Context: an optimization exercise on an open-source flow, tuned for small area, a short achievable clock period and few clock cycles. The choices shown serve that exercise and are no tape-out recipe.
RTL that was checked went through simulation tests only; none was proved equivalent to the original.
Function not checked in runs 5 to 7: the RTL went through the layout flow alone.
No activity file was given, so power comes from the tool's default toggle rates.

--- flow/standard.sh ---
#!/bin/bash
# synth_recipe.tcl (not shown) runs the flow's synth.tcl, then flattens the netlist and writes it again
# the make line also repeats each setting of config.mk as NAME=value (left out here)
make -C /OpenROAD-flow-scripts/flow DESIGN_CONFIG=/design/flow/config.mk WORK_HOME=/design/flow/orfs CLKGATE_MAP_FILE= SYNTH_SCRIPT=/design/flow/synth_recipe.tcl "${@:-finish}"
--- flow/design.v ---
module ppe_codec (
    input  wire        clk,
    input  wire        rst,
    input  wire        cmd_valid,
    output wire        cmd_ready,
    input  wire [3:0]  cmd_op,
    input  wire [7:0]  cmd_seqaddr,
    input  wire [7:0]  cmd_cmd,
    input  wire [10:0] cmd_len,
    input  wire        in_valid,
    output wire        in_ready,
    input  wire [7:0]  in_data,
    output wire        out_valid,
    input  wire        out_ready,
    output wire [7:0]  out_data,
    output wire        res_valid,
    input  wire        res_ready,
    output wire [3:0]  res_err,
    output wire [15:0] res_crc,
    output wire [7:0]  res_start,
    output wire [7:0]  res_seqaddr,
    output wire [7:0]  res_flen
);
    localparam [3:0] ERR_NONE      = 4'h0;
    localparam [3:0] ERR_TRUNCATED = 4'h5;
    localparam [3:0] ERR_CHECKSUM  = 4'h6;
    localparam [3:0] ERR_TOO_LARGE = 4'h8;
    localparam [3:0] ERR_ILLEGAL   = 4'hF;
    localparam [3:0] S_IDLE  = 4'd0,
                     S_CIN   = 4'd1,    
                     S_CZ    = 4'd2,    
                     S_EH0   = 4'd4,    
                     S_EH1   = 4'd5,    
                     S_EH2   = 4'd6,    
                     S_EH3   = 4'd7,    
                     S_EDATA = 4'd8,    
                     S_D0    = 4'd9,    
                     S_D1    = 4'd10,   
                     S_D2    = 4'd11,   
                     S_PAY   = 4'd12,   
                     S_CK0   = 4'd13,   
                     S_CK1   = 4'd14,   
                     S_SKIP  = 4'd15;   
    reg [3:0]  state;
    reg [10:0] rem;        
    reg        lst;        
    reg [7:0]  pcnt;       
    reg        plst;       
    reg        nneg;       
    reg        nbig;       
    reg [15:0] crc;
    reg [7:0]  start_b;
    reg [7:0]  seqaddr;    
    reg [7:0]  flen;       
    reg        mlo;        
    reg        tcrc;       
    reg        rcrc;       
    reg        hdr;        
    reg [1:0]  ts;         
    reg        ttc;        
    reg        f_idle;     
    reg        f_inn;      
    reg        f_inc;      
    reg        f_pt;       
    reg        f_og;       
    reg        f_nrk;      
    reg        first;      
    reg [3:0]  werr;       
    reg        fp;         
    reg        rv;
    reg [3:0]  err;
    assign res_valid   = rv;
    assign res_err     = err;
    assign res_crc     = crc;
    assign res_start   = start_b;
    assign res_seqaddr = seqaddr;
    assign res_flen    = flen;
    function [10:0] dec11(input [10:0] x);    
        integer k;
        reg     z;
        begin
            z = 1'b1;
            for (k = 0; k < 11; k = k + 1) begin
                dec11[k] = x[k] ^ z;
                z = z & ~x[k];
            end
        end
    endfunction
    function [7:0] dec8(input [7:0] x);       
        integer k;
        reg     z;
        begin
            z = 1'b1;
            for (k = 0; k < 8; k = k + 1) begin
                dec8[k] = x[k] ^ z;
                z = z & ~x[k];
            end
        end
    endfunction
    function [7:0] inc8(input [7:0] x);       
        integer k;
        reg     c;
        begin
            c = 1'b1;
            for (k = 0; k < 8; k = k + 1) begin
                inc8[k] = x[k] ^ c;
                c = c & x[k];
            end
        end
    endfunction
    function lt8(input [7:0] a, input [7:0] b);    
        integer k;
        reg     r;
        begin
            r = 1'b0;
            for (k = 0; k < 8; k = k + 1)
                r = (~a[k] & b[k]) | (~(a[k] ^ b[k]) & r);
            lt8 = r;
        end
    endfunction
    wire slot = ~rv | res_ready;
    wire ta   = |ts;       
    reg [7:0] gbyte;
    always @* begin
        if (ts[0])      gbyte = crc[7:0];
        else if (ts[1]) gbyte = crc[15:8];
        else if (hdr)   gbyte = seqaddr;
        else            gbyte = 8'h7F;
    end
    assign cmd_ready = slot & f_idle;
    assign in_ready  = f_inn | (f_inc & (f_nrk | res_ready)) | (f_pt & out_ready & slot);
    assign out_valid = slot & (f_og | (f_pt & in_valid));
    assign out_data  = f_pt ? in_data : gbyte;
    wire cmd_fire = cmd_valid & cmd_ready;
    wire in_fire  = in_valid & in_ready;
    wire out_fire = out_valid & out_ready;
    wire [7:0]  cbyte = hdr ? seqaddr : in_data;
    wire [15:0] base  = crc | {16{first}};
    wire [7:0]  t     = base[15:8] ^ cbyte;
    wire        p     = (^base[15:8]) ^ (^cbyte);
    wire [15:0] crc_next = {
        base[7] ^ p,
        base[6:2],
        base[1] ^ t[7],
        base[0] ^ t[6] ^ t[7],
        t[5] ^ t[6], t[4] ^ t[5], t[3] ^ t[4], t[2] ^ t[3], t[1] ^ t[2], t[0] ^ t[1],
        p ^ t[0],
        p };
    wire trunc = nneg | (~nbig & lt8(pcnt, in_data));
    wire ok    = mlo & (in_data == crc[15:8]);
    wire cmd_zero = (cmd_len == 11'd0);
    wire cmd_big  = (|cmd_len[10:8]) | (&cmd_len[7:0]);
    wire [10:0] rem_m1 = dec11(rem);
    wire [10:0] rem_m4 = {rem[10:2] - 9'd1, rem[1:0]};
    reg [3:0] state_n;
    reg       fin;         
    reg [3:0] fin_err;
    reg       crc_step;
    reg       crc_ffff;
    reg       tstart;      
    always @* begin
        state_n  = state;
        fin      = 1'b0;
        fin_err  = werr;
        crc_step = 1'b0;
        crc_ffff = 1'b0;
        tstart   = 1'b0;
        case (state)
            S_IDLE: if (cmd_fire) begin
                case (cmd_op)
                    4'h1: state_n = cmd_zero ? S_CZ : S_CIN;
                    4'h2: state_n = cmd_big ? S_SKIP : S_EH0;
                    4'h3: if (cmd_zero) begin fin = 1'b1; fin_err = ERR_TRUNCATED; end
                          else state_n = S_D0;
                    default: if (cmd_zero) begin fin = 1'b1; fin_err = ERR_ILLEGAL; end
                             else state_n = S_SKIP;
                endcase
            end
            S_CIN: if (in_fire) begin
                crc_step = 1'b1;
                if (lst) begin tstart = 1'b1; state_n = S_IDLE; end
            end
            S_CZ: if (~ta & (~rv | ~rcrc | res_ready)) begin
                crc_ffff = 1'b1; tstart = 1'b1; state_n = S_IDLE;
            end
            S_EH0: if (out_fire & ~ta) state_n = S_EH1;
            S_EH1: if (out_fire) begin crc_step = 1'b1; state_n = S_EH2; end
            S_EH2: if (out_fire) begin crc_step = 1'b1; state_n = S_EH3; end
            S_EH3: if (out_fire) begin
                crc_step = 1'b1;
                if (rem == 11'd0) begin tstart = 1'b1; state_n = S_IDLE; end
                else state_n = S_EDATA;
            end
            S_EDATA: if (in_fire) begin
                crc_step = 1'b1;
                if (lst) begin tstart = 1'b1; state_n = S_IDLE; end
            end
            S_D0: if (in_fire) begin
                if (lst) begin fin = 1'b1; fin_err = ERR_TRUNCATED; state_n = S_IDLE; end
                else state_n = S_D1;
            end
            S_D1: if (in_fire) begin
                crc_step = 1'b1;
                if (lst) begin fin = 1'b1; fin_err = ERR_TRUNCATED; state_n = S_IDLE; end
                else state_n = S_D2;
            end
            S_D2: if (in_fire) begin
                crc_step = 1'b1;
                if (lst) begin fin = 1'b1; fin_err = ERR_TRUNCATED; state_n = S_IDLE; end
                else if (trunc) state_n = S_SKIP;
                else if (in_data == 8'd0) state_n = S_CK0;
                else state_n = S_PAY;
            end
            S_PAY: if (in_fire) begin
                crc_step = 1'b1;
                if (plst) state_n = S_CK0;
            end
            S_CK0: if (in_fire) state_n = S_CK1;
            S_CK1: if (in_fire) begin
                if (lst) begin fin = 1'b1; fin_err = ok ? ERR_NONE : ERR_CHECKSUM; state_n = S_IDLE; end
                else state_n = S_SKIP;
            end
            S_SKIP: if (in_fire & lst) begin fin = 1'b1; state_n = S_IDLE; end
            default: ;
        endcase
    end
    wire traise = ts[1] & out_fire;
    wire fraise = (fin | fp) & slot & ~ta;
    wire raise  = traise | fraise;
    wire [1:0] ts_n = tstart ? 2'd1 : (out_fire & ta) ? {ts[0], 1'b0} : ts;
    wire rv_n   = raise | (rv & ~res_ready);
    wire fp_n   = (fin | fp) & ~fraise;
    wire rcrc_n = raise ? (traise & ttc) : rcrc;
    always @(posedge clk) begin
        if (rst) begin
            state <= S_IDLE;
            hdr   <= 1'b0;
            ts    <= 2'd0;
            rv    <= 1'b0;
            fp    <= 1'b0;
            f_idle <= 1'b1;
            f_inn  <= 1'b0;
            f_inc  <= 1'b0;
            f_pt   <= 1'b0;
            f_og   <= 1'b0;
            f_nrk  <= 1'b1;
        end else begin
            state <= state_n;
            hdr   <= (state_n == S_EH1) | (state_n == S_EH2) | (state_n == S_EH3);
            ts    <= ts_n;
            rv    <= rv_n;
            fp    <= fp_n;
            f_idle <= (state_n == S_IDLE) & ~fp_n;
            f_inn  <= (state_n == S_D0) | (state_n == S_CK0) | (state_n == S_CK1) |
                      (state_n == S_SKIP);
            f_inc  <= ((state_n == S_CIN) | (state_n == S_D1) | (state_n == S_D2)) & ~(|ts_n);
            f_pt   <= ((state_n == S_EDATA) | (state_n == S_PAY)) & ~(|ts_n);
            f_og   <= (|ts_n) | (state_n == S_EH0) | (state_n == S_EH1) |
                      (state_n == S_EH2) | (state_n == S_EH3);
            f_nrk  <= ~(rv_n & rcrc_n);
        end
    end
    always @(posedge clk) begin
        if (raise) err <= traise ? ERR_NONE : fin ? fin_err : werr;
        if (raise) rcrc <= traise & ttc;
        if (tstart) ttc <= tcrc;
        if (fin) werr <= fin_err;
        if (crc_step) crc <= crc_next;
        else if (crc_ffff) crc <= 16'hFFFF;
        if (hdr & out_fire) begin
            seqaddr <= flen;
            flen    <= pcnt;
        end
        if (cmd_fire) first <= 1'b1;
        else if (crc_step) first <= 1'b0;
        if (cmd_fire) begin
            rem  <= cmd_len;
            lst  <= (cmd_len == 11'd1);
            tcrc <= (cmd_op == 4'h1);
            if (~fin) werr <= (cmd_op == 4'h2) ? ERR_TOO_LARGE : ERR_ILLEGAL;
            if (cmd_op == 4'h2) begin
                seqaddr <= cmd_seqaddr;
                pcnt    <= cmd_cmd;
                flen    <= inc8(cmd_len[7:0]);
            end
        end else if (in_fire) begin
            rem <= rem_m1;
            lst <= (rem == 11'd2);
        end
        if (in_fire) begin
            case (state)
                S_D0: start_b <= in_data;
                S_D1: begin
                    seqaddr <= in_data;
                    pcnt    <= rem_m4[7:0];
                    nneg    <= rem_m4[10];
                    nbig    <= ~rem_m4[10] & (|rem_m4[9:8]);
                end
                S_D2: begin
                    flen <= in_data;
                    pcnt <= in_data;
                    plst <= (in_data == 8'd1);
                    if (trunc) werr <= ERR_TRUNCATED;
                end
                S_PAY: begin
                    pcnt <= dec8(pcnt);
                    plst <= (pcnt == 8'd2);
                end
                S_CK0: mlo <= (in_data == crc[7:0]);
                S_CK1: werr <= ok ? ERR_NONE : ERR_CHECKSUM;
                default: ;
            endcase
        end
    end
endmodule
--- flow/constraint.sdc ---
create_clock -name core_clock -period 4.5 [get_ports {clk}]
set_input_delay 0.9000 -clock core_clock [delete_from_list [all_inputs] [get_ports {clk}]]
set_output_delay 0.9000 -clock core_clock [all_outputs]
set_load 0.01 [all_outputs]
--- flow/flow/run.sh ---
#!/bin/bash
# Standard layout, but the port buffers are plain buf_2 cells instead of the
# resizer's default pick (a 0.5 ns delay buffer).
set -euo pipefail
export BUFFER_PORTS_ARGS="-buffer_cell sky130_fd_sc_hd__buf_2"
bash standard.sh > standard_flow.log 2>&1
--- flow/config.mk ---
export PLATFORM = sky130hd
export DESIGN_NAME = ppe_codec
export DESIGN_NICKNAME = ppe_codec
export VERILOG_FILES = /design/flow/design.v
export SDC_FILE = /design/flow/constraint.sdc
export NUM_CORES = 4
export LEC_CHECK = 0
export CAP_MARGIN = 20
export CORE_MARGIN = 2
export CORE_UTILIZATION = 40
export CTS_BUF_LIST = sky130_fd_sc_hd__clkbuf_8
export CTS_CLUSTER_DIAMETER = 100
export CTS_CLUSTER_SIZE = 40
export SETUP_SLACK_MARGIN = 2.0
export SLEW_MARGIN = 20
==> metrics.csv, run 1 <==
metric,value,unit
outcome,no timing/DRC/antenna violations,
routedWlPerCell,19.7,µm
p_total,4.33,mW
synth_ff_type,edfxtp_1,
fin_crit_sh,59.1,%
crit_arrival,1.76,ns
swShare,43.7,%
p_clk_share,12.8,%
track_usage,24.4,%
cap_violations,0,
ff_latch_area,2300,µm²
portBuffers,100,
synth_edf_count,46,
drc_errors,0,
cp-start-kind,input port,
nets,929,
diodes,0,
slew_headroom,55.5,%
start_util,41.0,%
place_inst,1005,
syn_inst,731,
setup_viol,0,
clk_pin_slew,0.09,ns
cp-startpoint,res_ready,
viasPerCell,5.71,
netSwitchingPower,1.89,mW
required,3.60,ns
grt_max_degree,42,
clk_latency,0.38,ns
synth-async-reset-ratio,0,%
globalplace.congestion,0.893,
synth_cell_types,75,
cpMaxStageDelayCell,a311oi_4,
first_pass_iters,5,
grt_pass1_wl,31000,µm
ctsRootBufferMaster,clkbuf_8,
syn_area,6250,µm²
fin_area,7970,µm²
cts_tree,done,
htreeDepth,3,
setup_ws,1.84,ns
worstReg2RegStart,rem[0]$_DFFE_PP_,
grt_overflow,0,
worst_slew_pin_slew,0.667,ns
p_per_area,543,nW/µm²
multi_input_area,4060,µm²
final_cells,1066,
crit_fanout,4,
fin_util,52.2,%
rr_worst_depth,12,
ys_warn_count,1,
hpwl,14300,µm
hold_path_class,flip-flop to flip-flop,
syn_avg_cell_area,8.56,µm²
ant_nets,0,
p_int,2.44,mW
slew_violations,0,
seq_area_frac_synth,36.5,%
drt-initial-drc-count,634,
die_x,129,µm
area_growth,27.4,%
layout_min_cycle_time,2.66,ns
crit_path_end_kind,primary output,
num_rows,45,
fin_skew,0.00992,ns
combinationalPowerShare,51.9,%
p_leak,2.95,nW
finalHoldViolCount,0,
critPathKind,input port to primary output,
ys_ff_latch,91,
routed_wl,21000,µm
cts_buffer_depth,2,
placed_area,6950,µm²
p_seq_share,35.4,%
fp.dieH,129,µm
whs,0.446,ns
pre_cts_slack,1.28,ns
hold_buffers,0,
clkSinkCount,91,
grt_antenna_before_repair,1,
die_area,16700,µm²
fmax,376,MHz
finalSetupTns,0,ns
synth.net_count,810,
vias,6082,
path_cells,"buf_8, nand2b_4, a311oi_4, inv_4, buf_6",
core_area,15300,µm²
grt_pass1_vias,5575,
numCtsBuffers,9,
endpoint,in_ready,
ir_drop,0.239,mV
r2r_slack,2.08,ns
worstReg2RegEnd,rem[10]$_DFFE_PP_,
rsz0062_at_grt,yes,
pin_count,101,
fillers,1439,
slowest_delay,0.41,ns
drive_gt1_share,29.1,%
## synth_stat cells (4+ instances only)
master | number | share of area (%)
mux2i_1 | 20 | 3.2
xor2_1 | 19 | 2.7
o21a_1 | 4 | 0.48
dfxtp_1 | 45 | 14
nor3_1 | 13 | 1.0
buf_2 | 6 | 0.48
buf_1 | 5 | 0.30
o22ai_1 | 12 | 1.2
a21oi_1 | 60 | 4.8
clkbuf_1 | 30 | 1.8
xnor2_1 | 45 | 6.3
o21ai_0 | 50 | 4.0
nor2_1 | 66 | 4.0
nor2b_1 | 4 | 0.40
ha_1 | 34 | 6.8
edfxtp_1 | 46 | 22
inv_1 | 34 | 2.0
o221ai_1 | 5 | 0.70
mux2_2 | 7 | 1.3
a22oi_1 | 4 | 0.48
o211ai_1 | 4 | 0.48
nand4_1 | 11 | 1.1
nor4_1 | 6 | 0.60
nand2b_1 | 10 | 1.0
nand2_1 | 95 | 5.7
nand3_1 | 30 | 2.4
## how the worst min path moves through the flow
stage	start	to	slack, ns	cells past startpoint
floorplan	tcrc$_DFFE_PP_	ttc$_DFFE_PP_	0.40	0
global placement	tcrc$_DFFE_PP_	ttc$_DFFE_PP_	0.42	0
detailed placement	tcrc$_DFFE_PP_	ttc$_DFFE_PP_	0.43	0
CTS	tcrc$_DFFE_PP_	ttc$_DFFE_PP_	0.45	0
global route	tcrc$_DFFE_PP_	ttc$_DFFE_PP_	0.46	0
finish	tcrc$_DFFE_PP_	ttc$_DFFE_PP_	0.45	0
## power groups by stage
| stage | Combinational (mW) | Clock [mW] | Sequential, mW |
|---|---|---|---|
| after floorplan | 1.37 | 0 | 1.35 |
| after CTS | 1.95 | 0.562 | 1.50 |
| final | 2.25 | 0.553 | 1.53 |
| after detailed placement | 1.78 | 0 | 1.51 |
| after global routing | 2.46 | 0.588 | 1.56 |
| after global placement | 1.75 | 0 | 1.51 |
## sequential cells by signal, indices dropped and copies added (netlist names), 2 cells and up
| register | flops |
|---|---|
| crc | 16 |
| err | 4 |
| flen | 8 |
| pcnt | 8 |
| rem | 11 |
| seqaddr | 8 |
| start_b | 8 |
| state | 4 |
| ts | 2 |
| werr | 4 |
## cells in the final DEF, fill, tap and decap left out, types with 6 or more instances in the layout
master / synthesis / routed
a21oi_1: 60 / 58
buf_2: 6 / 88
buf_4: 0 / 38
buf_6: 0 / 15
clkbuf_8: 0 / 9
dfxtp_1: 45 / 37
dfxtp_2: 0 / 6
edfxtp_1: 46 / 46
ha_1: 34 / 25
inv_1: 34 / 33
mux2i_1: 20 / 20
nand2_1: 95 / 93
nand2b_1: 10 / 10
nand3_1: 30 / 30
nand4_1: 11 / 11
nor2_1: 66 / 59
nor3_1: 13 / 12
o21ai_0: 50 / 39
o21ai_1: 2 / 12
o22ai_2: 0 / 6
xnor2_1: 45 / 44
xor2_1: 19 / 19
## layout make-up
class	instances	share of cell area (%)
well taps	211	3.31
clock buffers	9	1.55
clock inverters	7	0.769
multi-input cells	565	51.0
repair inverters	1	0.0942
repair buffers	147	12.7
flip-flops and latches	91	28.8
inverters	35	1.77
## layer usage
layer	global-route usage, %	part of all wire (%)	up-vias
li1	-	-	2854
met4	8.12	1.6	2
met5	0	0.033	-
met1	33.9	45	2930
met2	38.7	46	261
met3	4.21	7.4	35
## cell families after synthesis
logic type | after synthesis | share of synthesized area (%)
AO/OA/AOI/OAI | 179 | 18.4
XOR/XNOR | 64 | 8.96
adder cells (fa/ha/maj) | 34 | 6.80
buffers and inverters | 76 | 4.72
flip-flops | 91 | 36.5
multiplexers | 27 | 4.46
AND/OR/NAND/NOR | 260 | 20.1
## repair_timing
action	4_1_cts	5_1_grt
cloned	2	4
gates resized for setup	57	60
pin swaps	14	32
endpoints found under the setup margin	95	90
hold endpoints to repair	0	0
setup buffers	17	22
## critical path: cells and delay by family
kind | cells | cell delay (ns)
buf+inv | 3 | 0.30
simple gates | 1 | 0.15
compound gates | 1 | 0.41
Testbench counts, summed over its fixed seeds: cycles 47,088.
==> inputs of run 2 (changes only) <==
--- a/flow/config.mk
+++ b/flow/config.mk
@@ -7,2 +7,3 @@
 export LEC_CHECK = 0
+export ABC_AREA = 1
 export CAP_MARGIN = 20
@@ -13,3 +14,3 @@
 export CTS_CLUSTER_SIZE = 40
-export SETUP_SLACK_MARGIN = 2.0
+export SETUP_SLACK_MARGIN = 1.6
 export SLEW_MARGIN = 20
==> metrics.csv, run 2 <==
metric,value,unit,change
yosys.area.top_type,edfxtp_1,,unchanged
netlist.area_leader.share,22.4,%,was 22.1%
diodes,0,,unchanged
worst_slew_pin_slew,0.810,ns,was 0.667 ns
whs,0.485,ns,was 0.446 ns
slowest_delay,0.54,ns,was 0.41 ns
wl_met3,996,µm,was 1560 µm
fin_util,46.7,%,was 52.2%
worstReg2RegEnd,rem[10]$_DFFE_PP_,,unchanged
first_pass_iters,5,,unchanged
mostFrequentLayoutCells,"nand2_1, inv_1, buf_2",,"was nand2_1, buf_2, nor2_1"
fmax,360,MHz,was 376 MHz
p_total,4.13,mW,was 4.33 mW
min_delay_path_depth,0,,unchanged
ant_nets,0,,unchanged
grt_overflow,0,,unchanged
worstReg2RegStart,rem[1]$_DFFE_PP_,,was rem[0]$_DFFE_PP_
drc_errors,0,,unchanged
die_x,128,µm,was 129 µm
finalSetupTns,0,ns,unchanged
grt_pass1_wl,29200,µm,was 31000 µm
min_delay_worst_endpoint,ttc$_DFFE_PP_,,unchanged
synth_ff_type,edfxtp_1,,unchanged
layout_min_cycle_time,2.78,ns,was 2.66 ns
synth_common_cells,"nand2_1, inv_1, o21ai_0",,"was nand2_1, nor2_1, a21oi_1"
routed_wl,18600,µm,was 21000 µm
path_cells,"clkinvlp_4, nor2_1, a21oi_1, nor2_1, a21oi_1, buf_2",,"was buf_8, nand2b_4, a311oi_4, inv_4, buf_6"
nets,999,,was 929
grt_pass1_vias,5529,,was 5575
synth_most_common_cell,nand2_1,,unchanged
drive_gt1_share,18.4,%,was 29.1%
clk_pin_slew,0.09,ns,about the same
critPathKind,flip-flop to primary output,,was input port to primary output
syn_area,6170,µm²,was 6250 µm²
num_rows,45,,unchanged
numCtsBuffers,9,,unchanged
cp-start-kind,flip-flop,,was input port
r2r_slack,1.85,ns,was 2.08 ns
dr_wl_met2,8270,µm,was 9700 µm
fillers,1570,,was 1439
viasPerCell,5.28,,was 5.71
start_util,40.8,%,was 41.0%
rsz0062_at_grt,no,,was yes
largest_reg_flops,16,,unchanged
hpwl,14500,µm,was 14300 µm
ctsRootBufferMaster,clkbuf_8,,unchanged
top_layer_used,met4,,was met5
cts_buffer_depth,2,,unchanged
globalplace.congestion,0.911,,was 0.893
slew_headroom,44.6,%,was 55.5%
pre_cts_slack,1.27,ns,was 1.28 ns
wl_met1,8930,µm,was 9400 µm
cts_tree,done,,unchanged
routedWlPerCell,16.7,µm,was 19.7 µm
fin_skew,0.00949,ns,was 0.00992 ns
cap_violations,0,,unchanged
htreeDepth,3,,unchanged
portBuffers,100,,unchanged
area_growth,14.6,%,was 27.4%
fp.dieH,128,µm,was 129 µm
synth_cell_types,47,,was 75
pin_count,101,,unchanged
top_register,crc,,unchanged
ir_drop,0.245,mV,was 0.239 mV
drt-initial-drc-count,461,,was 634
cpMaxStageDelayCell,dfxtp_2,,was a311oi_4
hold_path_class,flip-flop to flip-flop,,unchanged
die_area,16400,µm²,was 16700 µm²
crit_arrival,1.88,ns,was 1.76 ns
synth_edf_count,46,,unchanged
clkSinkCount,91,,unchanged
grt_antenna_before_repair,0,,was 1
seq_area_frac_synth,37.0,%,was 36.5%
synth-async-reset-ratio,0,%,unchanged
rr_worst_depth,12,,unchanged
core_area,15100,µm²,was 15300 µm²
vias,5879,,was 6082
slew_violations,0,,unchanged
hold_path.startpoint,tcrc$_DFFE_PP_,,unchanged
synth.net_count,905,,was 810
ys_warn_count,1,,unchanged
required,3.60,ns,about the same
p_per_area,584,nW/µm²,was 543 nW/µm²
setup_ws,1.72,ns,was 1.84 ns
syn_inst,826,,was 731
crit_fanout,13,,was 4
clk_latency,0.39,ns,was 0.38 ns
p_leak,3.25,nW,was 2.95 nW
track_usage,23.1,%,was 24.4%
cp_num_buf_inv,2,,was 3
fin_crit_sh,61.7,%,was 59.1%
ys_ff_latch,91,,unchanged
crit_path_end_kind,primary output,,unchanged
layout_commonest_cell,nand2_1,,unchanged
outcome,no timing/DRC/antenna violations,,unchanged
syn_avg_cell_area,7.47,µm²,was 8.56 µm²
reg_top3,"crc (16), rem (11)",,unchanged
finalHoldViolCount,0,,unchanged
setup_viol,0,,unchanged
synth_area_leaders,"edfxtp_1, dfxtp_1, nand2_1",,"was edfxtp_1, dfxtp_1, ha_1"
cp_top_family,flip-flops,,was compound AO/OA/AOI/OAI gates
grt_max_degree,34,,was 42
## run 2: cell families after synthesis
family,Yosys count,synth area share [%]
AO/OA/AOI/OAI,194,18.6
XOR/XNOR,44,6.36
adder cells (fa/ha/maj),34,6.89
buffers and inverters,146,9.12
flip-flops,91,37.0
AND/OR/NAND/NOR,317,22.0
## run 2: stage by stage
stage | instance area (µm²) | cells
after floorplan | 6170 | 826
after global placement | 6830 | 1093
after detailed placement | 6830 | 1093
after global routing | 7080 | 1113
final | 7080 | 1113
after CTS | 7040 | 1111
## run 2: area by class of cell
type                            count  area (µm²)  share of cell area [%]
Multi-Input combinational cell    589        3340                    47.2
Sequential cell                    91        2280                    32.3
Timing Repair Buffer              107         553                    7.82
Inverter                          122         470                    6.65
Tap cell                          188         235                    3.32
Clock buffer                       10         138                    1.95
Clock inverter                      6        56.3                   0.796
## run 2: layer usage
layer,track usage [%],vias to the layer above
met1,32.3,2698
met4,8.14,0
met2,37.0,203
li1,-,2953
met5,0,-
met3,2.59,25
## run 2: repair_timing
action / CTS / global route
hold buffers: 0 / 0
setup buffers: 2 / 2
setup endpoints to repair: 2 / 35
gates cloned: 0 / 0
resized for setup: 2 / 8
## run 2: worst register-to-register path, cell delays in order, from the launching register on
cell	delay, ns
edfxtp_1	0.41
inv_1	0.06
ha_1	0.20
ha_1	0.19
ha_1	0.18
ha_1	0.18
ha_1	0.17
ha_1	0.19
ha_1	0.19
ha_1	0.18
ha_1	0.19
xnor2_1	0.17
o21ai_0	0.11
## run 2: how the worst max path moves through the flow
stage / end / depth (start not counted) / slack [ns] / from
3_3_place_gp: f_inc$_SDFF_PP0_ / 14 / 1.37 / res_ready
6_report: out_data[5] / 6 / 1.72 / hdr$_SDFF_PP0_
2_1_floorplan: crc[0]$_SDFFCE_PN1P_ / 8 / 1.91 / res_ready
5_1_grt: f_og$_SDFF_PP0_ / 13 / 1.62 / f_pt$_SDFF_PP0_
3_5_place_dp: err[3]$_SDFFCE_PP0P_ / 12 / 1.27 / res_ready
4_1_cts: out_data[5] / 5 / 1.63 / ts[0]$_SDFF_PP0_
## run 2: power breakdown
group          internal, mW  switching [mW]
Sequential             1.19           0.268
Combinational         0.773            1.33
Clock                 0.267           0.305
==> inputs of run 3 (changes only) <==
--- a/flow/config.mk
+++ b/flow/config.mk
@@ -7,3 +7,2 @@
 export LEC_CHECK = 0
-export ABC_AREA = 1
 export CAP_MARGIN = 20
==> metrics.csv, run 3 <==
metric,value,unit,change
clkSinkCount,91,,unchanged
layout_min_cycle_time,2.77,ns,was 2.78 ns
cp-start-kind,input port,,was flip-flop
drive_gt1_share,20.7,%,was 18.4%
slew_violations,0,,unchanged
outcome,no timing/DRC/antenna violations,,unchanged
crit_path_end_kind,flip-flop,,was primary output
synth_common_cells,"nand2_1, nor2_1, a21oi_1",,"was nand2_1, inv_1, o21ai_0"
diodes,0,,unchanged
ys_warn_count,1,,unchanged
cp-startpoint,in_data[2],,was hdr$_SDFF_PP0_
p_per_area,541,nW/µm²,was 584 nW/µm²
ant_nets,0,,unchanged
ys_ff_latch,91,,unchanged
clk_pin_slew,0.09,ns,about the same
path_cells,"clkbuf_4, ha_1, o21ai_0, a21oi_1, a2111oi_2, o21a_1, a21oi_1, nor3b_4, a41o_1",,"was clkinvlp_4, nor2_1, a21oi_1, nor2_1, a21oi_1, buf_2"
drc_errors,0,,unchanged
worst_slew_pin_slew,0.786,ns,was 0.810 ns
numCtsBuffers,9,,unchanged
grt_overflow,0,,unchanged
top_register,crc,,unchanged
setup_viol,0,,unchanged
synth-async-reset-ratio,0,%,unchanged
crit_arrival,3.11,ns,was 1.88 ns
viasPerCell,5.64,,was 5.28
first_pass_iters,7,,was 5
grt_antenna_before_repair,0,,unchanged
rr_worst_depth,12,,unchanged
synth_cell_types,75,,was 47
synth_area_leaders,"edfxtp_1, dfxtp_1, ha_1",,"was edfxtp_1, dfxtp_1, nand2_1"
layout_commonest_cell,buf_2,,was nand2_1
die_area,16700,µm²,was 16400 µm²
area_growth,15.3,%,was 14.6%
synth.net_count,810,,was 905
crit_fanout,11,,was 13
globalplace.congestion,0.915,,was 0.911
reg_top3,"crc (16), rem (11)",,unchanged
hold_path_class,flip-flop to flip-flop,,unchanged
hold_path.startpoint,rcrc$_DFF_P_,,was tcrc$_DFFE_PP_
ir_drop,0.300,mV,was 0.245 mV
synth_edf_count,46,,unchanged
yosys.area.top_type,edfxtp_1,,unchanged
min_delay_path_depth,2,,was 0
rsz0062_at_grt,no,,unchanged
cts_buffer_depth,2,,unchanged
grt_max_degree,42,,was 34
vias,5829,,was 5879
fin_skew,0.0112,ns,was 0.00949 ns
mostFrequentLayoutCells,"buf_2, nand2_1, nor2_1",,"was nand2_1, inv_1, buf_2"
whs,0.481,ns,was 0.485 ns
cpMaxStageDelayCell,a2111oi_2,,was dfxtp_2
nets,897,,was 999
crit_path_frequent_cell,a21oi_1,,
track_usage,24.1,%,was 23.1%
final_cells,1034,,was 1113
core_area,15300,µm²,was 15100 µm²
critPathKind,input port to flip-flop,,was flip-flop to primary output
ctsRootBufferMaster,clkbuf_8,,unchanged
grt_pass1_wl,30700,µm,was 29200 µm
cts_tree,done,,unchanged
routedWlPerCell,19.3,µm,was 16.7 µm
cap_violations,0,,unchanged
num_rows,45,,unchanged
pin_count,101,,unchanged
seq_area_frac_synth,36.5,%,was 37.0%
drt-initial-drc-count,654,,was 461
setup_ws,1.73,ns,was 1.72 ns
fmax,361,MHz,was 360 MHz
largest_reg_flops,16,,unchanged
routed_wl,19900,µm,was 18600 µm
required,4.84,ns,was 3.60 ns
hold_buffers,0,,unchanged
finalSetupTns,0,ns,unchanged
clk_latency,0.39,ns,about the same
finalHoldViolCount,0,,unchanged
netlist.area_leader.share,22.1,%,was 22.4%
syn_avg_cell_area,8.56,µm²,was 7.47 µm²
hpwl,14900,µm,was 14500 µm
die_x,129,µm,was 128 µm
start_util,41.0,%,was 40.8%
grt_pass1_vias,5547,,was 5529
p_leak,2.69,nW,was 3.25 nW
slew_headroom,47.5,%,was 44.6%
syn_area,6250,µm²,was 6170 µm²
htreeDepth,3,,unchanged
synth_ff_type,edfxtp_1,,unchanged
worstReg2RegStart,rem[0]$_DFFE_PP_,,was rem[1]$_DFFE_PP_
place_inst,1010,,was 1093
pre_cts_slack,1.02,ns,was 1.27 ns
synth_most_common_cell,nand2_1,,unchanged
fp.dieH,129,µm,was 128 µm
syn_inst,731,,was 826
fin_crit_sh,61.6,%,was 61.7%
slowest_delay,0.48,ns,was 0.54 ns
portBuffers,100,,unchanged
## run 3: area by class of cell
type	instances	area, µm²
Timing Repair Buffer	117	643
Tap cell	211	264
Inverter	35	138
Fill cell	1490	8050
Sequential cell	91	2290
Clock buffer	9	124
Multi-Input combinational cell	564	3710
Clock inverter	7	45.0
## run 3: worst paths after layout
path	slack [ns]	to
setup / recovery	1.73	f_idle$_SDFF_PP1_
hold / removal	0.48	rcrc$_DFF_P_
setup reg to reg	1.87	rem[10]$_DFFE_PP_
hold reg to reg	0.48	rcrc$_DFF_P_
## run 3: routing by layer
metal | wire (µm) | up-vias | global-route usage (%)
li1 | - | 2782 | -
met1 | 8930 | 2760 | 33.3
met2 | 9160 | 257 | 37.8
met3 | 1360 | 30 | 3.96
met4 | 461 | 0 | 9.59
met5 | 0 | - | 0
## run 3: per-stage QoR
step / cell area, µm² / util, % / power, mW
detailed placement: 6930 / 45.4 / 3.32
CTS: 7150 / 46.9 / 3.85
finish: 7210 / 47.3 / 3.90
floorplan: 6250 / - / 2.69
global route: 7210 / 47.3 / 4.16
global placement: 6930 / 45.4 / 3.28
## run 3: cell families after synthesis
| group | count (synthesis) | synth area share (%) |
|---|---|---|
| compound gates | 179 | 18.4 |
| xor+xnor | 64 | 8.96 |
| fa+ha+maj | 34 | 6.80 |
| buf+inv | 76 | 4.72 |
| flops | 91 | 36.5 |
| mux | 27 | 4.46 |
| simple gates | 260 | 20.1 |
## run 3: critical path, delay by kind of cell
family                   cells  cell delay [ns]
AO/OA/AOI/OAI                6             1.35
buffers and inverters        1             0.21
adder cells (fa/ha/maj)      1             0.32
AND/OR/NAND/NOR              1             0.31
## run 3: what timing repair did
item | 4_1_cts | 5_1_grt
setup buffers | 5 | 3
setup endpoints to repair | 32 | 34
resized for setup | 6 | 9
pin swaps | 1 | 1
## run 3: power breakdown
part,internal [mW],leakage [nW],total [mW],switching (mW)
registers,1.15,0.750,1.49,0.337
logic,0.789,1.86,1.90,1.11
clock network,0.198,0.0819,0.516,0.318
==> inputs of run 4 (changes only) <==
--- a/flow/config.mk
+++ b/flow/config.mk
@@ -9,3 +9,3 @@
 export CORE_MARGIN = 2
-export CORE_UTILIZATION = 40
+export CORE_UTILIZATION = 60
 export CTS_BUF_LIST = sky130_fd_sc_hd__clkbuf_8
@@ -15 +15,2 @@
 export SLEW_MARGIN = 20
+export TNS_END_PERCENT = 5
==> metrics.csv, run 4 <==
metric,value,unit,change
outcome,no timing/DRC/antenna violations,,unchanged
synth_ff_type,edfxtp_1,,unchanged
ys_ff_latch,91,,unchanged
hold_path_class,flip-flop to flip-flop,,unchanged
clkSinkCount,91,,unchanged
ant_nets,0,,unchanged
die_x,106,µm,was 129 µm
synth_cell_types,75,,unchanged
synthAdderAreaFrac,6.80,%,unchanged
synth-simple-area-share,20.1,%,unchanged
hold_buffers,0,,unchanged
layout_commonest_cell,buf_2,,unchanged
setup_viol,0,,unchanged
synth_most_common_cell,nand2_1,,unchanged
hpwl,13500,µm,was 14900 µm
top_register,crc,,unchanged
grt_overflow,0,,unchanged
whs,0.488,ns,was 0.481 ns
diodes,0,,unchanged
worst_slew_pin_slew,0.992,ns,was 0.786 ns
synth-compound-area-share,18.4,%,unchanged
largest_reg_flops,16,,unchanged
die_area,11300,µm²,was 16700 µm²
cts_buffer_depth,2,,unchanged
syn_avg_cell_area,8.56,µm²,unchanged
numCtsBuffers,9,,unchanged
synth.net_count,810,,unchanged
ir_drop,0.261,mV,was 0.300 mV
synth_area_leaders,"edfxtp_1, dfxtp_1, ha_1",,unchanged
p_total,3.93,mW,was 3.90 mW
routedWlPerCell,19.1,µm,was 19.3 µm
yosys.area.top_type,edfxtp_1,,unchanged
drive_gt1_share,19.3,%,was 20.7%
synth_top_family_by_area,simple AND/OR/NAND/NOR gates,,unchanged
crit_fanout,31,,was 11
htreeDepth,3,,unchanged
fp.dieH,106,µm,was 129 µm
cp-start-kind,flip-flop,,was input port
nets,891,,was 897
core_area,10200,µm²,was 15300 µm²
ff_latch_area,2280,µm²,was 2290 µm²
wl_met3,1480,µm,was 1360 µm
p_per_area,555,nW/µm²,was 541 nW/µm²
setup_ws,1.60,ns,was 1.73 ns
area_growth,13.2,%,was 15.3%
clk_latency,0.37,ns,was 0.39 ns
track_usage,32.4,%,was 24.1%
fillers,856,,was 1490
critPathKind,flip-flop to primary output,,was input port to flip-flop
cts_tree,done,,unchanged
num_rows,37,,was 45
slew_violations,0,,unchanged
grt_pass1_wl,28300,µm,was 30700 µm
routed_wl,18200,µm,was 19900 µm
fin_skew,0.0145,ns,was 0.0112 ns
grt_max_degree,42,,unchanged
p_leak,2.70,nW,was 2.69 nW
clk_pin_slew,0.09,ns,about the same
synth-async-reset-ratio,0,%,unchanged
ys_warn_count,1,,unchanged
finalSetupTns,0,ns,unchanged
syn_area,6250,µm²,unchanged
first_pass_iters,5,,was 7
cpMaxStageDelayCell,dfxtp_1,,was a2111oi_2
layout_min_cycle_time,2.90,ns,was 2.77 ns
reg_top3,"crc (16), rem (11)",,unchanged
synth_mux_area_share,4.46,%,unchanged
synth_edf_count,46,,unchanged
vias,5809,,was 5829
globalplace.congestion,0.986,,was 0.915
viasPerCell,6.10,,was 5.64
ctsRootBufferMaster,clkbuf_8,,unchanged
finalHoldViolCount,0,,unchanged
pre_cts_slack,1.08,ns,was 1.02 ns
required,3.60,ns,was 4.84 ns
cp_num_buf_inv,2,,was 1
rsz0062_at_grt,yes,,was no
grt_antenna_before_repair,0,,unchanged
synth_common_cells,"nand2_1, nor2_1, a21oi_1",,unchanged
seq_area_frac_synth,36.5,%,unchanged
top_layer_used,met4,,unchanged
wl_met1,7650,µm,was 8930 µm
slowest_delay,0.35,ns,was 0.48 ns
drc_errors,0,,unchanged
fin_util,69.2,%,was 47.3%
start_util,61.1,%,was 41.0%
crit_path_end_kind,primary output,,was flip-flop
mostFrequentLayoutCells,"buf_2, nand2_1, nor2_1",,unchanged
crit_arrival,2.00,ns,was 3.11 ns
pin_count,101,,unchanged
netlist.area_leader.share,22.1,%,unchanged
synthXorXnorAreaFrac,8.96,%,unchanged
cp_top_family,buffers and inverters,,was compound AO/OA/AOI/OAI gates
syn_inst,731,,unchanged
cap_violations,0,,unchanged
path_cells,"buf_6, nand2_1, o22ai_1, o21ai_0, mux2_2, buf_2",,"was clkbuf_4, ha_1, o21ai_0, a21oi_1, a2111oi_2, o21a_1, a21oi_1, nor3b_4, a41o_1"
multi_input_area,3690,µm²,was 3710 µm²
fin_crit_sh,64.5,%,was 61.6%
dr_wl_met2,8510,µm,was 9160 µm
fmax,345,MHz,was 361 MHz
grt_pass1_vias,5364,,was 5547
portBuffers,100,,unchanged
drt-initial-drc-count,458,,was 654
slew_headroom,33.6,%,was 47.5%
## run 4: cell counts after synthesis
No cell type changed its count.
## run 4: area by class of cell
cell class	instances	share of cell area (%)
clock buffers	10	1.94
clock inverters	6	1.08
inverters	35	1.94
multi-input cells	564	52.1
flip-flops and latches	91	32.2
well taps	136	2.40
repair buffers	111	8.29
## run 4: final timing paths
path / startpoint / to / slack (ns) / depth (start not counted)
worst max-delay path: hdr$_SDFF_PP0_ / out_data[4] / 1.60 / 6
worst min-delay path: tcrc$_DFFE_PP_ / ttc$_DFFE_PP_ / 0.49 / 0
worst max register to register: state[1]$_SDFF_PP0_ / nneg$_DFFE_PP_ / 1.75 / 4
worst min register to register: tcrc$_DFFE_PP_ / ttc$_DFFE_PP_ / 0.49 / 0
## run 4: power by group
group | total (mW) | leakage (nW) | internal (mW) | switching [mW]
Clock | 0.619 | 0.120 | 0.322 | 0.297
Sequential | 1.49 | 0.749 | 1.15 | 0.345
Combinational | 1.82 | 1.83 | 0.752 | 1.07
Total | 3.93 | 2.70 | 2.22 | 1.71
## run 4: cell families (layout without fill, tap and decap cells)
family	Yosys count	after routing
AO/OA/AOI/OAI	179	179
XOR/XNOR	64	64
adder cells (fa/ha/maj)	34	34
buffers and inverters	76	162
flip-flops	91	91
multiplexers	27	27
AND/OR/NAND/NOR	260	260
## run 4: what timing repair did
action | in CTS | in global routing
setup endpoints to repair | 36 | 47
setup buffers | 0 | 4
gates resized for setup | 4 | 3
## run 4: per-layer routing
metal / vias to the layer above / GRT usage, %
met5: - / 0
met4: 0 / 11.5
met3: 45 / 4.05
met2: 290 / 53.0
met1: 2703 / 44.2
li1: 2771 / -
## run 4: worst register-to-register path, stage by stage (launching register included)
cell,delay [ns]
dfxtp_1,0.82
inv_1,0.27
nor2_1,0.41
nand2_1,0.28
nor2_2,0.61
## run 4: through the flow
stage | area [µm²] | cells
after floorplan | 6250 | 731
after global placement | 6810 | 932
after detailed placement | 6810 | 932
after CTS | 7030 | 948
after global routing | 7080 | 953
final | 7080 | 953
==> inputs of run 5 (changes only) <==
--- a/flow/design.v
+++ b/flow/design.v
@@ -70,5 +70,5 @@
     reg        rv;
-    reg [3:0]  err;
+    reg        rz;         
     assign res_valid   = rv;
-    assign res_err     = err;
+    assign res_err     = werr & {4{~rz}};
     assign res_crc     = crc;
@@ -263,3 +263,3 @@
     always @(posedge clk) begin
-        if (raise) err <= traise ? ERR_NONE : fin ? fin_err : werr;
+        if (raise) rz <= traise;
         if (raise) rcrc <= traise & ttc;
--- a/flow/config.mk
+++ b/flow/config.mk
@@ -9,3 +9,3 @@
 export CORE_MARGIN = 2
-export CORE_UTILIZATION = 60
+export CORE_UTILIZATION = 40
 export CTS_BUF_LIST = sky130_fd_sc_hd__clkbuf_8
@@ -15,2 +15 @@
 export SLEW_MARGIN = 20
-export TNS_END_PERCENT = 5
==> metrics.csv, run 5 <==
metric,value,unit,change
numCtsBuffers,9,,unchanged
globalplace.congestion,0.903,,was 0.986
clk_pin_slew,0.09,ns,about the same
finalHoldViolCount,0,,unchanged
drt-initial-drc-count,501,,was 458
track_usage,22.7,%,was 32.4%
required,4.77,ns,was 3.60 ns
clkSinkCount,88,,was 91
layout_commonest_cell,buf_2,,unchanged
synth_ff_type,dfxtp_1,,was edfxtp_1
grt_pass1_vias,5311,,was 5364
synth_cell_types,69,,was 75
syn_area,6090,µm²,was 6250 µm²
yosys.area.top_type,edfxtp_1,,unchanged
die_x,127,µm,was 106 µm
worstReg2RegEnd,f_inc$_SDFF_PP0_,,was nneg$_DFFE_PP_
slowest_delay,0.48,ns,was 0.35 ns
p_leak,2.62,nW,was 2.70 nW
fin_crit_sh,64.1,%,was 64.5%
ys_ff_latch,88,,was 91
syn_avg_cell_area,8.40,µm²,was 8.56 µm²
core_area,15000,µm²,was 10200 µm²
largest_reg_flops,16,,unchanged
grt_pass1_wl,28600,µm,was 28300 µm
routedWlPerCell,18.7,µm,was 19.1 µm
min_delay_path_depth,0,,unchanged
area_growth,14.7,%,was 13.2%
grt_antenna_before_repair,0,,unchanged
critPathKind,input port to flip-flop,,was flip-flop to primary output
worst_slew_pin_slew,0.960,ns,was 0.992 ns
netlist.area_leader.share,21.2,%,was 22.1%
cpMaxStageDelayCell,a311o_1,,was dfxtp_1
htreeDepth,3,,unchanged
cp-start-kind,input port,,was flip-flop
viasPerCell,5.76,,was 6.10
worstReg2RegStart,f_pt$_SDFF_PP0_,,was state[1]$_SDFF_PP0_
synth_area_leaders,"edfxtp_1, dfxtp_1, ha_1",,unchanged
start_util,40.5,%,was 61.1%
ir_drop,0.213,mV,was 0.261 mV
top_register,crc,,unchanged
mostFrequentLayoutCells,"buf_2, nand2_1, a21oi_1",,"was buf_2, nand2_1, nor2_1"
drive_gt1_share,18.6,%,was 19.3%
hold_path_class,flip-flop to flip-flop,,unchanged
rsz0062_at_grt,yes,,unchanged
fp.dieH,127,µm,was 106 µm
synth_common_cells,"nand2_1, a21oi_1, nor2_1",,"was nand2_1, nor2_1, a21oi_1"
fin_skew,0.0145,ns,about the same
ctsRootBufferMaster,clkbuf_8,,unchanged
hpwl,14000,µm,was 13500 µm
slew_headroom,35.8,%,was 33.6%
drc_errors,0,,unchanged
p_per_area,530,nW/µm²,was 555 nW/µm²
cts_tree,done,,unchanged
final_cells,994,,was 953
slew_violations,0,,unchanged
outcome,no timing/DRC/antenna violations,,unchanged
die_area,16200,µm²,was 11300 µm²
place_inst,977,,was 932
pin_count,101,,unchanged
portBuffers,100,,unchanged
reg_top3,"crc (16), rem (11)",,unchanged
grt_overflow,0,,unchanged
clk_latency,0.38,ns,was 0.37 ns
crit_path_end_kind,flip-flop,,was primary output
r2r_slack,1.73,ns,was 1.75 ns
p_total,3.70,mW,was 3.93 mW
num_rows,45,,was 37
hold_buffers,0,,unchanged
layout_min_cycle_time,2.88,ns,was 2.90 ns
nets,880,,was 891
seq_area_frac_synth,36.0,%,was 36.5%
vias,5721,,was 5809
first_pass_iters,5,,unchanged
syn_inst,725,,was 731
grt_max_degree,42,,unchanged
diodes,0,,unchanged
crit_arrival,3.15,ns,was 2.00 ns
cts_buffer_depth,2,,unchanged
fmax,347,MHz,was 345 MHz
synth.net_count,804,,was 810
setup_viol,0,,unchanged
hold_path.startpoint,tcrc$_DFFE_PP_,,unchanged
ant_nets,0,,unchanged
finalSetupTns,0,ns,unchanged
routed_wl,18600,µm,was 18200 µm
synth_most_common_cell,nand2_1,,unchanged
path_cells,"buf_2, o211a_1, a311o_1, and2_1, o311a_1, nand4_1, buf_4, nor2_2, a2111oi_2",,"was buf_6, nand2_1, o22ai_1, o21ai_0, mux2_2, buf_2"
ys_warn_count,1,,unchanged
rr_worst_depth,7,,was 4
synth-async-reset-ratio,0,%,unchanged
cap_violations,0,,unchanged
crit_fanout,7,,was 31
min_delay_worst_endpoint,ttc$_DFFE_PP_,,unchanged
synth_edf_count,43,,was 46
## run 5: through the flow
step / hold slack (ns) / util [%] / cell area [µm²] / worst slack [ns]
after floorplan: 0.400 / - / 6090 / 1.68
after global placement: 0.425 / 44.5 / 6690 / 1.26
after detailed placement: 0.428 / 44.5 / 6700 / 1.15
after CTS: 0.448 / 46.1 / 6930 / 1.59
after global routing: 0.448 / 46.5 / 6980 / 1.55
final: 0.452 / 46.5 / 6980 / 1.62
## run 5: critical path, delay by kind of cell
kind | cells | cell delay, ns
compound gates | 4 | 1.46
simple gates | 3 | 0.51
buf+inv | 2 | 0.27
## run 5: final cells by class
type	count	area (µm²)
Inverter	33	125
Timing Repair Buffer	106	561
Sequential cell	88	2190
Tap cell	188	235
Clock inverter	6	81.3
Fill cell	1494	8050
Clock buffer	10	138
Multi-Input combinational cell	563	3650
## run 5: cells by family (layout without fill, tap and decap cells)
family | count (synthesis) | after routing | share of synthesized area (%)
simple gates | 271 | 271 | 21.6
compound gates | 170 | 170 | 17.0
flops | 88 | 88 | 36.0
buf+inv | 74 | 155 | 4.85
xor+xnor | 63 | 63 | 9.29
fa+ha+maj | 34 | 34 | 6.99
mux | 25 | 25 | 4.28
## run 5: worst max path at each step
| stage | from | end | slack [ns] | depth (start not counted) |
|---|---|---|---|---|
| after detailed placement | res_ready | crc[0]$_SDFFCE_PN1P_ | 1.15 | 6 |
| after global routing | res_ready | f_inn$_SDFF_PP0_ | 1.55 | 9 |
| after CTS | ts[1]$_SDFF_PP0_ | out_data[4] | 1.59 | 6 |
| after floorplan | res_ready | f_inc$_SDFF_PP0_ | 1.68 | 9 |
| final | res_ready | f_inn$_SDFF_PP0_ | 1.62 | 9 |
| after global placement | res_ready | crc[15]$_SDFFCE_PN1P_ | 1.26 | 6 |
## run 5: report_power, final
| part | internal [mW] | switching (mW) | leakage, nW | total, mW |
|---|---|---|---|---|
| Combinational | 0.705 | 0.942 | 1.77 | 1.65 |
| Clock | 0.326 | 0.288 | 0.118 | 0.613 |
| Sequential | 1.10 | 0.333 | 0.727 | 1.44 |
| Total | 2.13 | 1.56 | 2.62 | 3.70 |
## run 5: repair_timing
action | in CTS | in global routing
setup buffers | 0 | 1
endpoints found under the hold margin | 0 | 0
pin swaps | 0 | 1
setup endpoints to repair | 25 | 30
resized for setup | 3 | 15
## run 5: per-layer routing
| layer | GRT usage (%) | part of all wire, % |
|---|---|---|
| met5 | 0 | 0 |
| met4 | 9.70 | 2.8 |
| met3 | 2.51 | 5.8 |
| met2 | 35.5 | 46 |
| met1 | 32.0 | 45 |
==> inputs of run 6 (changes only) <==
--- a/flow/design.v
+++ b/flow/design.v
@@ -66,2 +66,6 @@
     reg        f_nrk;      
+    reg        f_ind;      
+    reg        f_nrd;      
+    reg        f_dl;       
+    reg        rkd;        
     reg        first;      
@@ -70,5 +74,5 @@
     reg        rv;
-    reg        rz;         
+    reg [3:0]  err;
     assign res_valid   = rv;
-    assign res_err     = werr & {4{~rz}};
+    assign res_err     = err;
     assign res_crc     = crc;
@@ -129,4 +133,5 @@
     end
-    assign cmd_ready = slot & f_idle;
-    assign in_ready  = f_inn | (f_inc & (f_nrk | res_ready)) | (f_pt & out_ready & slot);
+    assign cmd_ready = slot & (f_idle | (f_dl & in_valid & (cmd_op != 4'h2)));
+    assign in_ready  = f_inn | (f_ind & (f_nrd | res_ready)) | (f_inc & (f_nrk | res_ready)) |
+                       (f_pt & out_ready & slot);
     assign out_valid = slot & (f_og | (f_pt & in_valid));
@@ -154,2 +159,15 @@
     wire [10:0] rem_m4 = {rem[10:2] - 9'd1, rem[1:0]};
+    reg [3:0] acc_state;
+    always @* begin
+        case (cmd_op)
+            4'h1:    acc_state = cmd_zero ? S_CZ : S_CIN;
+            4'h2:    acc_state = cmd_big ? S_SKIP : S_EH0;
+            4'h3:    acc_state = cmd_zero ? S_IDLE : S_D0;
+            default: acc_state = cmd_zero ? S_IDLE : S_SKIP;
+        endcase
+    end
+    wire       acc_zero = cmd_zero & (cmd_op != 4'h1) & (cmd_op != 4'h2);
+    wire [3:0] werr_acc = (cmd_op == 4'h2) ? ERR_TOO_LARGE :
+                          (cmd_op == 4'h3) ? ERR_TRUNCATED : ERR_ILLEGAL;
+    wire acc_dl = cmd_fire & (state != S_IDLE);
     reg [3:0] state_n;
@@ -169,10 +187,4 @@
             S_IDLE: if (cmd_fire) begin
-                case (cmd_op)
-                    4'h1: state_n = cmd_zero ? S_CZ : S_CIN;
-                    4'h2: state_n = cmd_big ? S_SKIP : S_EH0;
-                    4'h3: if (cmd_zero) begin fin = 1'b1; fin_err = ERR_TRUNCATED; end
-                          else state_n = S_D0;
-                    default: if (cmd_zero) begin fin = 1'b1; fin_err = ERR_ILLEGAL; end
-                             else state_n = S_SKIP;
-                endcase
+                state_n = acc_state;
+                if (acc_zero) begin fin = 1'b1; fin_err = werr_acc; end
             end
@@ -182,3 +194,3 @@
             end
-            S_CZ: if (~ta & (~rv | ~rcrc | res_ready)) begin
+            S_CZ: if (~ta & (~rv | ~(rcrc | rkd) | res_ready)) begin
                 crc_ffff = 1'b1; tstart = 1'b1; state_n = S_IDLE;
@@ -225,2 +237,3 @@
         endcase
+        if (acc_dl) state_n = acc_state;
     end
@@ -229,5 +242,8 @@
     wire raise  = traise | fraise;
+    wire lst_n = cmd_fire ? (cmd_len == 11'd1) : in_fire ? (rem == 11'd2) : lst;
     wire [1:0] ts_n = tstart ? 2'd1 : (out_fire & ta) ? {ts[0], 1'b0} : ts;
     wire rv_n   = raise | (rv & ~res_ready);
-    wire fp_n   = (fin | fp) & ~fraise;
+    wire fp_n   = ((fin | fp) & ~fraise) | (acc_dl & acc_zero);
+    wire [3:0] rerr = traise ? ERR_NONE : fin ? fin_err : werr;
+    wire rkd_n  = raise ? (fraise & (rerr == ERR_NONE)) : rkd;
     wire rcrc_n = raise ? (traise & ttc) : rcrc;
@@ -246,2 +262,6 @@
             f_nrk  <= 1'b1;
+            f_ind  <= 1'b0;
+            f_nrd  <= 1'b1;
+            f_dl   <= 1'b0;
+            rkd    <= 1'b0;
         end else begin
@@ -253,3 +273,7 @@
             f_idle <= (state_n == S_IDLE) & ~fp_n;
-            f_inn  <= (state_n == S_D0) | (state_n == S_CK0) | (state_n == S_CK1) |
+            f_ind  <= (state_n == S_D0);
+            f_dl   <= ((state_n == S_CK1) | (state_n == S_SKIP)) & lst_n & ~(|ts_n) & ~fp_n;
+            rkd    <= rkd_n;
+            f_nrd  <= ~(rv_n & rkd_n);
+            f_inn  <= (state_n == S_CK0) | (state_n == S_CK1) |
                       (state_n == S_SKIP);
@@ -259,3 +283,3 @@
                       (state_n == S_EH2) | (state_n == S_EH3);
-            f_nrk  <= ~(rv_n & rcrc_n);
+            f_nrk  <= ~(rv_n & (rcrc_n | rkd_n));
         end
@@ -263,6 +287,6 @@
     always @(posedge clk) begin
-        if (raise) rz <= traise;
+        if (raise) err <= rerr;
         if (raise) rcrc <= traise & ttc;
         if (tstart) ttc <= tcrc;
-        if (fin) werr <= fin_err;
+        if (fin & ~cmd_fire) werr <= fin_err;
         if (crc_step) crc <= crc_next;
@@ -279,3 +303,3 @@
             tcrc <= (cmd_op == 4'h1);
-            if (~fin) werr <= (cmd_op == 4'h2) ? ERR_TOO_LARGE : ERR_ILLEGAL;
+            werr <= werr_acc;
             if (cmd_op == 4'h2) begin
@@ -309,3 +333,3 @@
                 S_CK0: mlo <= (in_data == crc[7:0]);
-                S_CK1: werr <= ok ? ERR_NONE : ERR_CHECKSUM;
+                S_CK1: if (~cmd_fire) werr <= ok ? ERR_NONE : ERR_CHECKSUM;
                 default: ;
--- a/flow/config.mk
+++ b/flow/config.mk
@@ -13,3 +13,3 @@
 export CTS_CLUSTER_SIZE = 40
-export SETUP_SLACK_MARGIN = 1.6
+export SETUP_SLACK_MARGIN = 1.3
 export SLEW_MARGIN = 20
==> metrics.csv, run 6 <==
metric,value,unit,change
yosys.area.top_type,edfxtp_1,,unchanged
cp-start-kind,input port,,unchanged
slew_violations,0,,unchanged
hpwl,15400,µm,was 14000 µm
slew_headroom,44.7,%,was 35.8%
first_pass_iters,6,,was 5
ant_nets,0,,unchanged
viasPerCell,5.64,,was 5.76
die_area,17300,µm²,was 16200 µm²
vias,6111,,was 5721
critPathKind,input port to flip-flop,,unchanged
track_usage,24.0,%,was 22.7%
seq_area_frac_synth,36.2,%,was 36.0%
fp.dieH,131,µm,was 127 µm
grt_max_degree,50,,was 42
die_x,131,µm,was 127 µm
pin_count,101,,unchanged
top_register,crc,,unchanged
finalSetupTns,0,ns,unchanged
nets,941,,was 880
cap_violations,0,,unchanged
layout_min_cycle_time,3.08,ns,was 2.88 ns
synth_top_family_by_area,simple AND/OR/NAND/NOR gates,,unchanged
clk_latency,0.38,ns,about the same
ctsRootBufferMaster,clkbuf_8,,unchanged
hold_buffers,0,,unchanged
synth_common_cells,"nand2_1, nor2_1, a21oi_1",,"was nand2_1, a21oi_1, nor2_1"
cts_tree,done,,unchanged
cts_buffer_depth,2,,unchanged
syn_area,6500,µm²,was 6090 µm²
synth.net_count,864,,was 804
area_growth,14.0,%,was 14.7%
numCtsBuffers,9,,unchanged
mostFrequentLayoutCells,"buf_2, nand2_1, nor2_1",,"was buf_2, nand2_1, a21oi_1"
slowest_delay,0.61,ns,was 0.48 ns
cp_top_family,compound AO/OA/AOI/OAI gates,,unchanged
clkSinkCount,95,,was 88
cpMaxStageDelayCell,or4b_4,,was a311o_1
synth_cell_types,68,,was 69
synth-simple-area-share,20.6,%,was 21.6%
p_per_area,467,nW/µm²,was 530 nW/µm²
finalHoldViolCount,0,,unchanged
path_cells,"buf_2, or4b_4, o2111ai_4, buf_4, nor2_1, a32oi_1, nand2_1, o31ai_1",,"was buf_2, o211a_1, a311o_1, and2_1, o311a_1, nand4_1, buf_4, nor2_2, a2111oi_2"
place_inst,1063,,was 977
p_leak,2.86,nW,was 2.62 nW
largest_reg_flops,16,,unchanged
grt_pass1_vias,5926,,was 5311
grt_pass1_wl,32800,µm,was 28600 µm
start_util,40.9,%,was 40.5%
cp_num_buf_inv,2,,unchanged
ys_ff_latch,95,,was 88
crit_fanout,37,,was 7
outcome,no timing/DRC/antenna violations,,unchanged
diodes,0,,unchanged
htreeDepth,3,,unchanged
drt-initial-drc-count,510,,was 501
crit_path_end_kind,flip-flop,,unchanged
synth_most_common_cell,nand2_1,,unchanged
grt_antenna_before_repair,0,,unchanged
fin_crit_sh,68.4,%,was 64.1%
setup_viol,0,,unchanged
layout_commonest_cell,buf_2,,unchanged
synthAdderAreaFrac,6.55,%,was 6.99%
drc_errors,0,,unchanged
routed_wl,20600,µm,was 18600 µm
synth-compound-area-share,19.9,%,was 17.0%
rsz0062_at_grt,no,,was yes
synth_area_leaders,"edfxtp_1, dfxtp_1, ha_1",,unchanged
syn_avg_cell_area,8.28,µm²,was 8.40 µm²
setup_ws,1.42,ns,was 1.62 ns
routedWlPerCell,19.0,µm,was 18.7 µm
reg_top3,"crc (16), rem (11)",,unchanged
portBuffers,100,,unchanged
worst_slew_pin_slew,0.826,ns,was 0.960 ns
ir_drop,0.201,mV,was 0.213 mV
synth_ff_type,dfxtp_1,,unchanged
pre_cts_slack,0.868,ns,was 1.15 ns
core_area,15900,µm²,was 15000 µm²
num_rows,46,,was 45
whs,0.428,ns,was 0.452 ns
grt_overflow,0,,unchanged
crit_arrival,3.36,ns,was 3.15 ns
synth_edf_count,45,,was 43
p_total,3.46,mW,was 3.70 mW
synth-async-reset-ratio,0,%,unchanged
syn_inst,785,,was 725
netlist.area_leader.share,20.8,%,was 21.2%
fmax,325,MHz,was 347 MHz
clk_pin_slew,0.09,ns,about the same
ys_warn_count,1,,unchanged
required,4.78,ns,was 4.77 ns
fin_skew,0.0114,ns,was 0.0145 ns
hold_path_class,flip-flop to flip-flop,,unchanged
drive_gt1_share,18.0,%,was 18.6%
final_cells,1083,,was 994
synth_mux_area_share,3.85,%,was 4.28%
synthXorXnorAreaFrac,8.22,%,was 9.29%
globalplace.congestion,0.960,,was 0.903
run 6: repair_timing:
action,CTS,global route
pin swaps,0,1
gates resized for setup,1,7
gates cloned,0,0
setup endpoints to repair,16,37
buffers inserted,0,3
run 6: per-layer routing:
metal / share of wire (%) / GRT usage, % / up-vias
met4: 1.8 / 6.70 / 0
met2: 47 / 40.0 / 193
met1: 46 / 32.3 / 2907
met3: 5.0 / 3.51 / 24
li1: - / - / 2987
met5: 0 / 0 / -
run 6: layout make-up:
type	instances	area (µm²)
inverters	34	131
fillers	1645	8480
clock inverters	6	60.1
clock buffers	10	138
well taps	216	270
multi-input cells	612	3880
repair buffers	110	573
flip-flops and latches	95	2350
run 6: worst paths after layout:
check                       start          endpoint  slack (ns)  cells after the start
setup / recovery        cmd_op[0]  f_inc$_SDFF_PP0_        1.42                      8
hold / removal     tcrc$_DFFE_PP_     ttc$_DFFE_PP_        0.43                      0
setup reg to reg  f_pt$_SDFF_PP0_  f_inc$_SDFF_PP0_        1.70                      7
hold reg to reg    tcrc$_DFFE_PP_     ttc$_DFFE_PP_        0.43                      0
run 6: cell families (layout without fill, tap and decap cells):
kind of cell / count (synthesis) / in the layout
buf+inv: 78 / 160
fa+ha+maj: 34 / 34
xor+xnor: 61 / 61
simple gates: 287 / 287
flops: 95 / 95
compound gates: 206 / 206
mux: 24 / 24
run 6: report_power, final:
| group | total [mW] | internal (mW) | switching, mW |
|---|---|---|---|
| sequential | 1.44 | 1.15 | 0.294 |
| combinational | 1.44 | 0.596 | 0.840 |
| clock | 0.581 | 0.269 | 0.311 |
run 6: metrics by stage:
stage | utilization (%) | cell area (µm²)
2_1_floorplan | - | 6500
3_3_place_gp | 44.9 | 7140
3_5_place_dp | 45.0 | 7150
4_1_cts | 46.2 | 7350
5_1_grt | 46.6 | 7410
6_report | 46.6 | 7410
==> inputs of run 7 (changes only) <==
--- a/flow/config.mk
+++ b/flow/config.mk
@@ -13,3 +13,3 @@
 export CTS_CLUSTER_SIZE = 40
-export SETUP_SLACK_MARGIN = 1.3
+export SETUP_SLACK_MARGIN = 1.75
 export SLEW_MARGIN = 20
==> metrics.csv, run 7 <==
metric,value,unit,change
layout_min_cycle_time,2.89,ns,was 3.08 ns
die_area,17300,µm²,unchanged
synth_area_leaders,"edfxtp_1, dfxtp_1, ha_1",,unchanged
start_util,40.9,%,unchanged
die_x,131,µm,unchanged
viasPerCell,5.66,,was 5.64
cts_buffer_depth,2,,unchanged
finalHoldViolCount,0,,unchanged
ctsRootBufferMaster,clkbuf_8,,unchanged
synth-simple-area-share,20.6,%,unchanged
finalSetupTns,0,ns,unchanged
fmax,346,MHz,was 325 MHz
placed_area,7160,µm²,was 7150 µm²
routed_wl,21000,µm,was 20600 µm
setup_viol,0,,unchanged
synth-compound-area-share,19.9,%,unchanged
pin_count,101,,unchanged
yosys.area.top_type,edfxtp_1,,unchanged
routedWlPerCell,19.0,µm,about the same
synth.net_count,864,,unchanged
layout_commonest_cell,buf_2,,unchanged
ir_drop,0.248,mV,was 0.201 mV
globalplace.congestion,0.961,,was 0.960
first_pass_iters,6,,unchanged
synth_edf_count,45,,unchanged
ys_warn_count,1,,unchanged
fin_area,7960,µm²,was 7410 µm²
num_rows,46,,unchanged
hpwl,15100,µm,was 15400 µm
ant_nets,0,,unchanged
synth-async-reset-ratio,0,%,unchanged
fin_crit_sh,64.2,%,was 68.4%
netSwitchingPower,1.52,mW,was 1.44 mW
cp-start-kind,input port,,unchanged
path_cells,"buf_8, or4b_4, buf_4, buf_6, o2111ai_4, buf_6, o21ai_4, nand2_2, a41oi_2, or2_1, nor4b_2",,"was buf_2, or4b_4, o2111ai_4, buf_4, nor2_1, a32oi_1, nand2_1, o31ai_1"
drt-initial-drc-count,597,,was 510
place_inst,1062,,was 1063
whs,0.482,ns,was 0.428 ns
p_total,3.63,mW,was 3.46 mW
p_int,2.11,mW,was 2.01 mW
syn_avg_cell_area,8.28,µm²,unchanged
slew_headroom,53.5,%,was 44.7%
cap_violations,0,,unchanged
critPathKind,input port to flip-flop,,unchanged
outcome,no timing/DRC/antenna violations,,unchanged
p_per_area,456,nW/µm²,was 467 nW/µm²
crit_arrival,3.20,ns,was 3.36 ns
syn_area,6500,µm²,unchanged
crit_path_frequent_cell,buf_6,,
drive_gt1_share,24.7,%,was 18.0%
syn_inst,785,,unchanged
cts_tree,done,,unchanged
numCtsBuffers,9,,unchanged
worst_slew_pin_slew,0.697,ns,was 0.826 ns
synthXorXnorAreaFrac,8.22,%,unchanged
final_cells,1109,,was 1083
largest_reg_flops,16,,unchanged
diodes,0,,unchanged
synthAdderAreaFrac,6.55,%,unchanged
combinationalPowerShare,44.1,%,was 41.5%
synth_top_family_by_area,simple AND/OR/NAND/NOR gates,,unchanged
r2r_slack,1.73,ns,was 1.70 ns
portBuffers,100,,unchanged
crit_path_end_kind,flip-flop,,unchanged
swShare,41.8,%,about the same
synth_mux_area_share,3.85,%,unchanged
p_leak,3.04,nW,was 2.86 nW
slew_violations,0,,unchanged
rsz0062_at_grt,yes,,was no
vias,6272,,was 6111
grt_pass1_wl,32000,µm,was 32800 µm
[run 7: cell counts after synthesis]
Identical to the previous run, type by type.
[run 7: final timing paths]
check,to,depth (start not counted),startpoint
worst max-delay path,f_ind$_SDFF_PP0_,11,cmd_op[2]
worst min-delay path,ttc$_DFFE_PP_,0,tcrc$_DFFE_PP_
worst min register to register,ttc$_DFFE_PP_,0,tcrc$_DFFE_PP_
worst max register to register,f_dl$_SDFF_PP0_,7,state[2]$_SDFF_PP0_
[run 7: final cells by class]
class / count / area, µm²
fill: 1590 / 7930
multi-input combinational: 613 / 4130
sequential: 95 / 2360
clock buffer: 9 / 124
inverter: 34 / 133
clock inverter: 7 / 70.1
tap: 216 / 270
timing repair buffer: 135 / 875
[run 7: per-stage QoR]
step                util, %  setup WS, ns
CTS                    47.8          1.63
finish                 50.1          1.61
global placement       45.1         0.753
detailed placement     45.1         0.941
floorplan                 -          1.76
global route           50.1          1.55
[run 7: cell families after synthesis]
logic type,Yosys count
xor gates and xnor gates,61
DFF,95
and+or+nand+nor,287
muxes,24
adders and majority gates,34
buffers and inverters,78
AOI/OAI and AO/OA,206
[run 7: worst register-to-register path, cell delays in order (launching register included)]
cell and delay, ns:
dfxtp_1 0.72, nand2_1 0.11, nor3_1 0.50, inv_1 0.22, o32a_1 0.41, o22a_1 0.24
or3_4 0.35, nor3_2 0.15
[run 7: timing repair]
item	4_1_cts	5_1_grt
setup buffers	12	17
cloned	0	2
hold buffers	0	0
setup endpoints to repair	54	53
pin swaps	12	13
gates resized for setup	34	44
[run 7: power groups by stage]
stage                     combinational, mW  clock (mW)  sequential, mW
after detailed placement               1.42           0            1.46
final                                  1.60       0.578            1.45
after global placement                 1.41           0            1.46
after CTS                              1.48       0.591            1.44
after floorplan                        1.03           0            1.36
after global routing                   1.78       0.630            1.48
[run 7: per-layer routing]
layer / GRT usage (%) / part of all wire (%)
met5: 0 / 0
met3: 3.90 / 6.7
met2: 38.6 / 48
met1: 32.2 / 44
met4: 6.40 / 1.9

## separate check: timing with driven ports
The results above use ideal ports. As a check the final layouts listed here were re-extracted and re-timed, cells and wires unchanged. Step 1 sets driving cells, clkbuf_16 on the clock port and buf_2 on the other inputs (assumed; they add their load-dependent delay and slew). Step 2, shift: input delay + t, output delay - t, t = (earliest + latest rising clock arrival at the registers) / 2. This alone moves slack from input paths to output paths. a / b / c = ideal ports / drivers / drivers and shift; a / b = the first two.
run | shift t [ns] | slack for setup (ns)
run 1 | 0.412 | 1.842 / 1.803 / 1.473
run 2 | 0.424 | 1.723 / 1.685 / 1.500
run 3 | 0.427 | 1.728 / 1.691 / 1.317
run 4 | 0.398 | 1.598 / 1.565 / 1.271
run 5 | 0.412 | 1.616 / 1.633 / 1.220
run 6 | 0.419 | 1.422 / 1.443 / 1.024
run 7 | 0.424 | 1.611 / 1.580 / 1.180
After both steps setup and hold are still met in every run listed.
